This is an optimization exercise on Yosys and OpenROAD, whose aim is small area, a short achievable clock period and few clock cycles, not a production implementation.
Function was checked by simulation only, so behaviour that the tests miss may differ from the original.

==> try-yarrow <==
==> flow/design.v <==
module avchrd (
    input  wire        clk,
    input  wire        rst,
    input  wire        we,
    input  wire [5:0]  waddr,
    input  wire [31:0] wdata,
    input  wire        cmd_valid,
    input  wire [2:0]  cmd,
    input  wire [5:0]  raddr,
    output reg  [31:0] rdata,
    output wire        busy,
    output wire [2:0]  err
);
    localparam [2:0] C_NOP = 3'd0, C_CLR = 3'd1, C_SER = 3'd2, C_DES = 3'd3,
                     C_RND = 3'd4, C_TOTXT = 3'd5, C_FROMTXT = 3'd6;
    localparam [2:0] E_NONE = 3'd0, E_UNDERFLOW = 3'd1, E_MISSING = 3'd2,
                     E_MALFORMED = 3'd3, E_ILLEGAL = 3'd4;
    localparam [1:0] A_ABSENT = 2'd0, A_OK = 2'd1, A_BAD = 2'd2;
    reg        rec_hmv, rec_ffr, rec_tpoc, rec_p2d;
    reg        rec_n_set, rec_k_set, rec_t_set;
    reg [31:0] rec_n, rec_k, rec_t;
    reg [7:0]  ibuf [0:15];
    reg [4:0]  ilen;
    reg [1:0]  ob_form;
    reg        ob_hmv, ob_ffr, ob_tpoc, ob_p2d;
    reg [31:0] ob_a, ob_k, ob_t;
    reg [1:0]  cons;
    reg [2:0]  err_r;
    reg [1:0]  attr_kind [0:6];
    reg        attr_bval [0:6];    
    reg [31:0] attr_ival [1:3];    
    reg        tq_valid;           
    reg        tq_h1, tq_clk, tq_tick, tq_flg;    
    reg [3:0]  tq_pay;             
    reg        tq_c;               
    reg [4:0]  tq_xlen;            
    reg [2:0]  tq_xoff;            
    reg [7:0]  tq [2:15];
    assign busy = 1'b0;
    assign err  = err_r;
    wire acc = cmd_valid;
    wire hwe = we;
    wire        d_ip = ibuf[0][0];
    wire        d_c  = ibuf[1][7];
    wire [7:0]  d_fb = !d_ip ? ibuf[1] : (d_c ? ibuf[14] : ibuf[6]);
    wire [31:0] d_w2 = {ibuf[2], ibuf[3], ibuf[4], ibuf[5]};
    wire [31:0] d_w6 = {ibuf[6], ibuf[7], ibuf[8], ibuf[9]};
    wire [31:0] d_wa = {ibuf[10], ibuf[11], ibuf[12], ibuf[13]};
    wire        d_ok = !d_ip ? (ilen >= 5'd2) :
                       (d_c ? (ilen >= 5'd15) : (ilen >= 5'd7));
    wire       r_h1   = (ilen >= 5'd1);
    wire       r_clk  = d_ip & d_c & (ilen >= 5'd10);
    wire       r_tick = d_ip & (d_c ? (ilen >= 5'd14) : (ilen >= 5'd6));
    wire       r_flg  = !d_ip ? (ilen >= 5'd2) :
                        (d_c ? (ilen >= 5'd15) : (ilen >= 5'd7));
    wire [7:0] r_fb   = d_fb;
    reg  [4:0] r_bp;
    always @* begin
        if (ilen == 5'd0)      r_bp = 5'd0;
        else if (ilen == 5'd1) r_bp = 5'd1;
        else if (!d_ip)        r_bp = 5'd2;
        else if (d_c)          r_bp = (ilen < 5'd10) ? 5'd2 :
                                      (ilen < 5'd14) ? 5'd10 :
                                      (ilen == 5'd14) ? 5'd14 : 5'd15;
        else                   r_bp = (ilen < 5'd6) ? 5'd2 :
                                      (ilen == 5'd6) ? 5'd6 : 5'd7;
    end
    reg [2:0] ft_err;
    integer s;
    always @* begin
        ft_err = E_NONE;
        for (s = 6; s >= 0; s = s - 1) begin
            if (s == 1 || s == 2 || s == 3) begin
                if (attr_kind[s] == A_BAD) ft_err = E_MALFORMED;
            end else begin
                if (attr_kind[s] == A_ABSENT) ft_err = E_MISSING;
                else if (attr_kind[s] != A_OK) ft_err = E_MALFORMED;
            end
        end
    end
    integer i;
    always @(posedge clk) begin
        if (rst) begin
            rec_hmv <= 1'b0; rec_ffr <= 1'b0; rec_tpoc <= 1'b0; rec_p2d <= 1'b0;
            rec_n_set <= 1'b0; rec_k_set <= 1'b0; rec_t_set <= 1'b0;
            ilen <= 5'd0;
            ob_form <= 2'd0;
            cons <= 2'd0;
            err_r <= E_NONE;
            for (i = 0; i < 7; i = i + 1) attr_kind[i] <= A_ABSENT;
            tq_valid <= 1'b0;
            tq_h1 <= 1'b0; tq_clk <= 1'b0; tq_tick <= 1'b0; tq_flg <= 1'b0;
            tq_pay <= 4'd0;
            tq_xlen <= 5'd0;
        end else begin
            if (hwe) begin
                case (waddr)
                    6'h00: rec_hmv  <= wdata[0];
                    6'h01: rec_ffr  <= wdata[0];
                    6'h02: rec_tpoc <= wdata[0];
                    6'h03: rec_p2d  <= wdata[0];
                    6'h04: begin rec_n <= wdata; rec_n_set <= 1'b1; end
                    6'h05: begin rec_k <= wdata; rec_k_set <= 1'b1; end
                    6'h06: begin rec_t <= wdata; rec_t_set <= 1'b1; end
                    6'h07: begin
                        if (wdata[0]) rec_n_set <= 1'b0;
                        if (wdata[1]) rec_k_set <= 1'b0;
                        if (wdata[2]) rec_t_set <= 1'b0;
                    end
                    6'h08: ilen <= wdata[4:0];
                    6'h10, 6'h11, 6'h12, 6'h13, 6'h14, 6'h15, 6'h16: begin
                        attr_kind[waddr[2:0]] <= wdata[1:0];
                        attr_bval[waddr[2:0]] <= wdata[2];
                    end
                    6'h19: attr_ival[1] <= wdata;
                    6'h1A: attr_ival[2] <= wdata;
                    6'h1B: attr_ival[3] <= wdata;
                    default: begin
                        if (waddr[5:4] == 2'b11) ibuf[waddr[3:0]] <= wdata[7:0];
                    end
                endcase
            end
            if (acc) begin
                case (cmd)
                    C_NOP: err_r <= E_NONE;
                    C_CLR: begin
                        rec_hmv <= 1'b0; rec_ffr <= 1'b0;
                        rec_tpoc <= 1'b0; rec_p2d <= 1'b0;
                        rec_n_set <= 1'b0; rec_k_set <= 1'b0; rec_t_set <= 1'b0;
                        err_r <= E_NONE;
                    end
                    C_SER: begin
                        ob_form <= !rec_t_set ? 2'd1 : ((rec_n_set & rec_k_set) ? 2'd3 : 2'd2);
                        ob_hmv <= rec_hmv; ob_ffr <= rec_ffr;
                        ob_tpoc <= rec_tpoc; ob_p2d <= rec_p2d;
                        ob_a <= (rec_n_set & rec_k_set) ? rec_n : rec_t;
                        ob_k <= rec_k;
                        ob_t <= rec_t;
                        err_r <= E_NONE;
                    end
                    C_DES: begin
                        rec_hmv  <= ibuf[0][7];
                        rec_ffr  <= d_fb[7];
                        rec_tpoc <= d_fb[6];
                        rec_p2d  <= d_fb[5];
                        rec_n_set <= d_ip & d_c;
                        rec_k_set <= d_ip & d_c;
                        rec_t_set <= d_ip;
                        rec_n <= d_w2;
                        rec_k <= d_w6;
                        rec_t <= d_c ? d_wa : d_w2;
                        cons <= !d_ip ? 2'd1 : (d_c ? 2'd3 : 2'd2);
                        err_r <= d_ok ? E_NONE : E_UNDERFLOW;
                    end
                    C_RND: begin
                        tq_valid <= 1'b1;
                        tq_h1 <= r_h1; tq_clk <= r_clk;
                        tq_tick <= r_tick; tq_flg <= r_flg;
                        tq_pay <= {r_flg & r_fb[5], r_flg & r_fb[6],
                                   r_flg & r_fb[7], r_h1 & ibuf[0][7]};
                        tq_c <= d_c;
                        tq_xlen <= ilen - r_bp;
                        tq_xoff <= {r_bp == 5'd15, r_bp == 5'd10, r_bp == 5'd7};
                        for (i = 2; i < 16; i = i + 1) tq[i] <= ibuf[i];
                        err_r <= E_NONE;
                    end
                    C_TOTXT: begin
                        attr_kind[0] <= A_OK; attr_bval[0] <= rec_hmv;
                        attr_kind[4] <= A_OK; attr_bval[4] <= rec_ffr;
                        attr_kind[5] <= A_OK; attr_bval[5] <= rec_tpoc;
                        attr_kind[6] <= A_OK; attr_bval[6] <= rec_p2d;
                        attr_kind[1] <= rec_n_set ? A_OK : A_ABSENT;
                        attr_kind[2] <= rec_k_set ? A_OK : A_ABSENT;
                        attr_kind[3] <= rec_t_set ? A_OK : A_ABSENT;
                        attr_ival[1] <= rec_n;
                        attr_ival[2] <= rec_k;
                        attr_ival[3] <= rec_t;
                        err_r <= E_NONE;
                    end
                    C_FROMTXT: begin
                        rec_hmv  <= attr_bval[0];
                        rec_ffr  <= attr_bval[4];
                        rec_tpoc <= attr_bval[5];
                        rec_p2d  <= attr_bval[6];
                        rec_n_set <= (attr_kind[1] == A_OK);
                        rec_k_set <= (attr_kind[2] == A_OK);
                        rec_t_set <= (attr_kind[3] == A_OK);
                        rec_n <= attr_ival[1];
                        rec_k <= attr_ival[2];
                        rec_t <= attr_ival[3];
                        err_r <= ft_err;
                    end
                    default: err_r <= E_ILLEGAL;
                endcase
            end
        end
    end
    wire        ob_w0 = (ob_form == 2'd1);
    wire        ob_w1 = (ob_form == 2'd2);
    wire        ob_w2 = (ob_form == 2'd3);
    wire        ob_ip = ob_form[1];
    wire [7:0]  ob_fb = {ob_ffr, ob_tpoc, ob_p2d, 5'h1F};
    wire [7:0]  ob0 = (ob_form != 2'd0) ? {ob_hmv, 6'h3F, ob_ip} : 8'd0;
    wire [7:0]  ob1 = ob_w0 ? ob_fb : (ob_w1 ? 8'h7F : (ob_w2 ? 8'hFF : 8'd0));
    wire [31:0] ob_word0 = {ob0, ob1, ob_ip ? ob_a[31:16] : 16'd0};
    wire [31:0] ob_word1 = {ob_ip ? ob_a[15:0] : 16'd0,
                            ob_w1 ? ob_fb : (ob_w2 ? ob_k[31:24] : 8'd0),
                            ob_w2 ? ob_k[23:16] : 8'd0};
    wire [31:0] ob_word2 = ob_w2 ? {ob_k[15:0], ob_t[31:16]} : 32'd0;
    wire [31:0] ob_word3 = ob_w2 ? {ob_t[15:0], ob_fb, 8'd0} : 32'd0;
    wire [3:0]  olen = ob_w0 ? 4'd2 : (ob_w1 ? 4'd7 : (ob_w2 ? 4'd15 : 4'd0));
    wire [3:0]  consumed = (cons == 2'd1) ? 4'd2 : ((cons == 2'd2) ? 4'd7 :
                           ((cons == 2'd3) ? 4'd15 : 4'd0));
    reg  [7:0] xb [0:15];
    integer j;
    always @* begin
        for (j = 0; j < 16; j = j + 1) begin
            xb[j] = 8'd0;
            if (j < 14) begin
                if (tq_xoff[2]) begin
                    if (j == 0) xb[j] = tq[15];
                end else if (tq_xoff[1]) begin
                    if (j < 6) xb[j] = tq[10 + j];
                end else if (tq_xoff[0]) begin
                    if (j < 9) xb[j] = tq[7 + j];
                end else begin
                    xb[j] = tq[2 + j];
                end
                if (j >= tq_xlen) xb[j] = 8'd0;
            end
        end
    end
    wire [6:0] t_mask = {tq_valid, tq_flg, tq_flg, tq_flg, tq_tick, tq_clk, tq_h1};
    wire [5:0] t_pay  = {tq_pay[3:1], 2'b00, tq_pay[0]};
    wire [31:0] t_n = tq_clk ? {tq[2], tq[3], tq[4], tq[5]} : 32'd0;
    wire [31:0] t_k = tq_clk ? {tq[6], tq[7], tq[8], tq[9]} : 32'd0;
    wire [31:0] t_t = !tq_tick ? 32'd0 :
                      (tq_c ? {tq[10], tq[11], tq[12], tq[13]} : {tq[2], tq[3], tq[4], tq[5]});
    always @* begin
        rdata = 32'd0;
        case (raddr)
            6'h00: rdata = {31'd0, rec_hmv};
            6'h01: rdata = {31'd0, rec_ffr};
            6'h02: rdata = {31'd0, rec_tpoc};
            6'h03: rdata = {31'd0, rec_p2d};
            6'h04: rdata = rec_n_set ? rec_n : 32'd0;
            6'h05: rdata = rec_k_set ? rec_k : 32'd0;
            6'h06: rdata = rec_t_set ? rec_t : 32'd0;
            6'h07: rdata = {29'd0, rec_t_set, rec_k_set, rec_n_set};
            6'h08: rdata = {27'd0, ilen};
            6'h09: rdata = {28'd0, olen};
            6'h0A: rdata = {28'd0, consumed};
            6'h0C: rdata = ob_word0;
            6'h0D: rdata = ob_word1;
            6'h0E: rdata = ob_word2;
            6'h0F: rdata = ob_word3;
            6'h10, 6'h11, 6'h12, 6'h13, 6'h14, 6'h15, 6'h16: begin
                rdata[1:0] = attr_kind[raddr[2:0]];
                if (raddr[2:0] == 3'd0 || raddr[2:0] >= 3'd4)
                    rdata[2] = (attr_kind[raddr[2:0]] == A_OK) && attr_bval[raddr[2:0]];
            end
            6'h19: rdata = (attr_kind[1] == A_OK) ? attr_ival[1] : 32'd0;
            6'h1A: rdata = (attr_kind[2] == A_OK) ? attr_ival[2] : 32'd0;
            6'h1B: rdata = (attr_kind[3] == A_OK) ? attr_ival[3] : 32'd0;
            6'h20: rdata = {25'd0, t_mask};
            6'h21: rdata = {26'd0, t_pay};
            6'h22: rdata = t_n;
            6'h23: rdata = t_k;
            6'h24: rdata = t_t;
            6'h25: rdata = {27'd0, tq_xlen};
            6'h28: rdata = {xb[0],  xb[1],  xb[2],  xb[3]};
            6'h29: rdata = {xb[4],  xb[5],  xb[6],  xb[7]};
            6'h2A: rdata = {xb[8],  xb[9],  xb[10], xb[11]};
            6'h2B: rdata = {xb[12], xb[13], xb[14], xb[15]};
            default: begin
                if (raddr[5:4] == 2'b11) rdata = {24'd0, ibuf[raddr[3:0]]};
            end
        endcase
    end
endmodule
==> flow/run.sh <==
#!/bin/bash
# synth_recipe.tcl (not shown) runs the flow's synth.tcl, then flattens the netlist and writes it again
# the make line also repeats each setting of config.mk as NAME=value (left out here)
make -C /OpenROAD-flow-scripts/flow DESIGN_CONFIG=/design/flow/config.mk WORK_HOME=/design/flow/orfs CLKGATE_MAP_FILE= SYNTH_SCRIPT=/design/flow/synth_recipe.tcl finish
==> flow/config.mk <==
export PLATFORM = sky130hd
export DESIGN_NAME = avchrd
export DESIGN_NICKNAME = avchrd
export VERILOG_FILES = /design/flow/design.v
export SDC_FILE = /design/flow/constraint.sdc
export NUM_CORES = 4
export LEC_CHECK = 0
export ABC_AREA = 1
export CAP_MARGIN = 40
export CELL_PAD_IN_SITES_DETAIL_PLACEMENT = 1
export CELL_PAD_IN_SITES_GLOBAL_PLACEMENT = 2
export CORE_MARGIN = 2
export CORE_UTILIZATION = 60
export SETUP_SLACK_MARGIN = 3.5
export SLEW_MARGIN = 40
==> flow/constraint.sdc <==
create_clock -name core_clock -period 8.0 [get_ports {clk}]
set_input_delay 1.6000 -clock core_clock [delete_from_list [all_inputs] [get_ports {clk}]]
set_output_delay 1.6000 -clock core_clock [all_outputs]
set_load 0.01 [all_outputs]
==> inputs of try-umber, as changes to try-yarrow <==
--- a/flow/config.mk
+++ b/flow/config.mk
@@ -7,4 +7,3 @@
 export LEC_CHECK = 0
-export ABC_AREA = 1
-export CAP_MARGIN = 40
+export CAP_MARGIN = 20
 export CELL_PAD_IN_SITES_DETAIL_PLACEMENT = 1
@@ -12,4 +11,4 @@
 export CORE_MARGIN = 2
-export CORE_UTILIZATION = 60
-export SETUP_SLACK_MARGIN = 3.5
-export SLEW_MARGIN = 40
+export CORE_UTILIZATION = 45
+export SETUP_SLACK_MARGIN = 3.0
+export SLEW_MARGIN = 20
==> comparison <==
- try-yarrow died in global placement without I/O (3_1_place_gp_skip_io) (GPL-0301). try-umber finished clean.
- Of try-umber and try-yarrow, try-yarrow has the higher synthesized cell count (gap about 30%, measured against try-yarrow).
- Synthesized area: try-yarrow is larger than try-umber (2.5%).
==> figures <==
|  | try-yarrow | try-umber |
|---|---|---|
| Outcome | aborted with a tool error | timing/DRC/antenna clean |
| Last stage reached | global placement without I/O (3_1_place_gp_skip_io) | - |
| Top-count cell post-synth | sky130_fd_sc_hd__nand2_1 | sky130_fd_sc_hd__edfxtp_1 |
| Share of the synthesized area in the top cell type | 52.0% | 53.3% |
| Mux cell area share after synthesis | 0.654% | 15.6% |
| Compound-cell area share of the yosys netlist | 17.0% | 15.9% |
| Post-synthesis share of cell area spent on xor and xnor gates | 0.0817% | 0.0838% |
| Post-synth design cell area | 32,200 um2 | 31,400 um2 |
| Number of rows created at floorplan | 84 | 96 |
| Post-synthesis sequential area ratio | 54.1% | 55.4% |
| Chip Height | 236 um | 268 um |
| Post-synthesis cell type count | 45 | 90 |
| Average cell area after synthesis | 8.56 um2 | 12.3 um2 |
Testbench counts of try-yarrow, summed over its fixed seeds: cycles 46,172.
Testbench counts of try-umber, summed over its fixed seeds: cycles 46,172.

what the ideal ports hide:
No port has a modelled driver above. Below, the same layout with a new extraction and two added sets of constraints.
Step 1 (the two cells are an assumption about what drives the block):
set clk [get_ports {clk}]
set_driving_cell -lib_cell sky130_fd_sc_hd__clkbuf_16 $clk
set_driving_cell -lib_cell sky130_fd_sc_hd__buf_2 [delete_from_list [all_inputs] $clk]
Step 2 adds t to the input delays and takes it off the output delays; t is the mean of the earliest and latest rising clock arrival at the registers after step 1. Input paths then give back, and output paths get back, about the clock's delay inside the block.
Three values: no drivers, after step 1, after step 2; two values: the first two.
run: try-umber
t (ns): 0.686
setup slack, ns: 2.411 / 2.232 / 2.232
worst slew at a driven data input, ns: 0.43
After both steps setup and hold are still met in try-umber. The setup slack of try-umber moves by -0.179 ns with the drivers and by -0.179 ns with both steps.
